From an optimization exercise on the open Yosys and OpenROAD flow, aimed at a short achievable clock period and few clock cycles per item; shortcuts taken in it are not production practice. Function was checked by simulation only, so behaviour that the tests miss may differ from the original. No driver is modelled on the clock port, so clocking that relies on it looks cheaper here than on a real chip. Power figures rest on the tool's default switching activity, not on a simulated workload.

## job 531
Design dnp3_rx, start of the top module:
module dnp3_rx (
    input  wire        clk,
    input  wire        rst,
    input  wire        cmd_valid,
    output reg         cmd_ready,
    input  wire [8:0]  cmd_len,
    input  wire        in_valid,
    output reg         in_ready,
    input  wire [31:0] in_data,
    output reg         res_valid,
    output reg  [3:0]  res_err,
    output reg  [16:0] res_mask,
    output reg  [6:0]  res_sum,
    output reg  [4:0]  res_nblk,
    output reg  [7:0]  res_len,
    output reg  [7:0]  res_ctrl,
    output reg  [15:0] res_dst,
    output reg  [15:0] res_src
);
    localparam [3:0] E_OK       = 4'd0,
                     E_LENGTH   = 4'd1,
                     E_INTEGRITY= 4'd3,
                     E_CLEN     = 4'd4,
                     E_RANGE    = 4'd6,
                     E_BADFNC   = 4'd8,
                     E_ADDRESS  = 4'd9,
                     E_STARTMARK= 4'd10;
    localparam [15:0] RES1 = 16'hD2BD,
                      RES2 = 16'hE3B5,
                      RES3 = 16'h1AA2,
                      RES4 = 16'h66C5;
    function [14:0] beat_class;
        input [8:0] p;
        input       last;
        input [1:0] k;
        input       r1, r2, r3;
        reg         split, endb, chk;
        reg  [3:0]  emask, nmask, dn, pd;
        reg  [1:0]  esel;
        begin
            split = p[2] && !last;
            endb  = p[6] && !last;
            chk   = last || split || endb;
            if (last) begin
                esel = k;
                case (k)
                    2'd1:    emask = 4'b0001;
                    2'd2:    emask = 4'b0011;
                    2'd3:    emask = 4'b0111;
                    default: emask = 4'b1111;
                endcase
            end else if (split) begin
                esel = 2'd2;  emask = 4'b0011;
            end else if (endb) begin
                esel = 2'd0;  emask = 4'b1111;
            end else begin
                esel = 2'd0;  emask = 4'b0000;
            end
            nmask = (last || endb) ? 4'b0000 : split ? 4'b1100 : 4'b1111;
            pd = (p[7] || p[2]) ? 4'b1000 :
                 (p[8] || p[3]) ? 4'b0100 :
                 (p[0] || p[4]) ? 4'b0010 : 4'b0001;
            if (r1)                         dn = 4'b0001;
  ...
export LEC_CHECK = 0
export ABC_CLOCK_PERIOD_IN_PS = 2000
export CAP_MARGIN = 20
export CORE_MARGIN = 2
export CORE_UTILIZATION = 70
export PLACE_DENSITY = 0.8
export SLEW_MARGIN = 20
export SYNTH_HIERARCHICAL = 1
create_clock -name core_clock -period 8.0 [get_ports {clk}]
standard.sh (not shown) runs the stock make flow with config.mk's settings and CLKGATE_MAP_FILE= SYNTH_SCRIPT=/design/flow/synth_recipe.tcl, a recipe that flattens the netlist after the stock synthesis.
==> flow/flow/run.sh <==
#!/bin/bash
set -euo pipefail
export SETUP_SLACK_MARGIN=6.0
export POST_CTS_TCL="$PWD/flow/clock_top.tcl"
bash standard.sh > standard.log 2>&1
Other scripts of this flow, unchanged in this note and not shown: flow/flow/clock_top.tcl
Testbench counts of job 531, summed over its fixed seeds: cycles 12,403, frames 320.
Modified inputs, job 2786 compared to job 531
diff --git a/flow/design.v b/flow/design.v
--- a/flow/design.v
+++ b/flow/design.v
@@ -145,33 +145,30 @@
     wire        r1_n   = first ? h_n3 : nr2;
     wire        r2_n   = first ? h_n4 : nr3;
     wire        r3_n   = first ? h_n5 : nr4;
     wire [14:0] cls_n  = beat_class(p_n, last_n, k_f, r1_n, r2_n, r3_n);
     wire        retire0 = nf && h_ne && h_z;      
     wire        pop     = (bv && first) || retire0;
     wire        push    = cmd_v1;
-    reg         v2, chk2, tok2, tile2, first2, sec2;
-    reg  [31:0] d2;
-    reg  [3:0]  emask2, nmask2, dn2;
-    reg  [1:0]  esel2;
-    reg  [4:0]  nblk2, blk2;
-    reg  [7:0]  ex2;
+    wire        v2     = bv;
+    wire        chk2   = bv && chk;
+    wire        tok2   = (bv && last) || retire0;
+    wire        tile2  = bv && tile_c;
+    wire        first2 = bv && first;
+    wire        sec2   = bv && nsec && !first;
+    wire [31:0] d2     = in_d1;
+    wire [3:0]  emask2 = emask;
+    wire [3:0]  nmask2 = nmask;
+    wire [3:0]  dn2    = dn;
+    wire [1:0]  esel2  = esel;
+    wire [4:0]  blk2   = blk;
+    wire [4:0]  nblk2  = blk + 5'd1;
+    wire [7:0]  ex2    = ex;
     always @(posedge clk) begin
         if (push) fq[fq_wp] <= c_ent;
-        d2     <= in_d1;
-        emask2 <= emask;
-        nmask2 <= nmask;
-        dn2    <= dn;
-        esel2  <= esel;
-        first2 <= bv && first;
-        sec2   <= bv && nsec && !first;
-        blk2  <= blk;
-        nblk2 <= blk + 5'd1;
-        ex2   <= ex;
-        tile2 <= bv && tile_c;
         if (bv) begin
             np    <= p_n;
             nrem  <= rem_n;
             nlast <= last_n;
             nr1   <= r1_n;
             nr2   <= r2_n;
             nr3   <= r3_n;
@@ -185,31 +182,25 @@
         end
         if (rst) begin
             fq_wp  <= 1'b0;
             fq_rp  <= 1'b0;
             fq_cnt <= 2'd0;
             zpend  <= 1'b0;
             nf     <= 1'b1;
-            v2     <= 1'b0;
-            chk2   <= 1'b0;
-            tok2   <= 1'b0;
             cmd_ready <= 1'b1;
             in_ready  <= 1'b0;
         end else begin
             in_ready <= 1'b1;
             if (push) fq_wp <= !fq_wp;
             if (pop)  fq_rp <= !fq_rp;
             fq_cnt <= fq_cnt + {1'b0, push} - {1'b0, pop};
             zpend  <= (push && c_zero) || (zpend && !retire0);
             cmd_ready <= !cmd_x && !(push && c_zero) && !(zpend && !retire0) &&
                          ({1'b0, fq_cnt} + {2'd0, push} < 3'd2);
             if (bv) nf <= last;
-            v2   <= bv;
-            chk2 <= bv && chk;
-            tok2 <= (bv && last) || retire0;
         end
     end
     wire [15:0] lt_w [0:3][0:4];
     genvar gl, gd;
     generate
         for (gl = 0; gl < 4; gl = gl + 1) begin : g_lane
             for (gd = 0; gd < 5; gd = gd + 1) begin : g_dist
Notes after the runs:
- Mux share of post-synthesis cell area of job 2786 is on par with job 531.
- Of the two values seen for most common cell after layout, fill and taps aside, xnor2_1 was produced by job 2786 and dfxtp_1 by job 531.
- Job 2786: area after synthesis 1500 sq um below job 531
- The placed instance count of job 2786 is lower than that of job 531.
- Comparing job 2786 and job 531, die extent in x is lower on job 2786.
- The power drawn by the combinational cells of job 531 and that of job 2786 are within noise of each other.
- Status: minimum setup slack in the final design parity (job 531, job 2786)
- Between job 2786 and job 531, the difference in initial core utilization is negligible.
- Global-route wire length before repair: job 2786 and job 531 compared, lower one is job 2786
- Between job 531 and job 2786, the time the worst path needs with I/O delays and setup does not differ in any meaningful way.
- Job 2786: overall power after layout 5.0% below job 531
- Job 2786 ended up with a lower via count than job 531 did.
- Compared with job 531, in job 2786 area growth from synthesis to layout rose by 2.3 points; largest voltage drop on the vdd net now smaller.
- Compared with job 531, job 2786 shows design area that has gone down by a few percent.
Testbench counts of job 2786, summed over its fixed seeds: cycles 12,395, frames 320.

-- what the ideal ports hide --
The results above use ideal ports. As a check the final layouts listed here were re-extracted and re-timed, cells and wires unchanged.
Step 1, drivers: a clkbuf_16 drives clk and a buf_2 each remaining input, both assumed.
Step 2 times the ports against the registers' clock, not the clock port: input delays grow and output delays shrink by t, the midpoint of the rising clock arrivals with the driver on.
Slacks: no drivers / after step 1 / after step 2; pairs: no drivers / after step 1.
run | t (ns) | setup WS [ns] | slew at the worst register clock pin (ns)
job 531 | 0.445 | 5.548 / 5.493 / 5.376 | 0.09 / 0.09
job 2786 | 0.435 | 5.545 / 5.492 / 5.600 | 0.10 / 0.10
After both steps setup and hold are still met in every run listed. For job 531, which loses most, drivers alone change the setup slack by -0.055 ns; drivers and shift together by -0.172 ns.
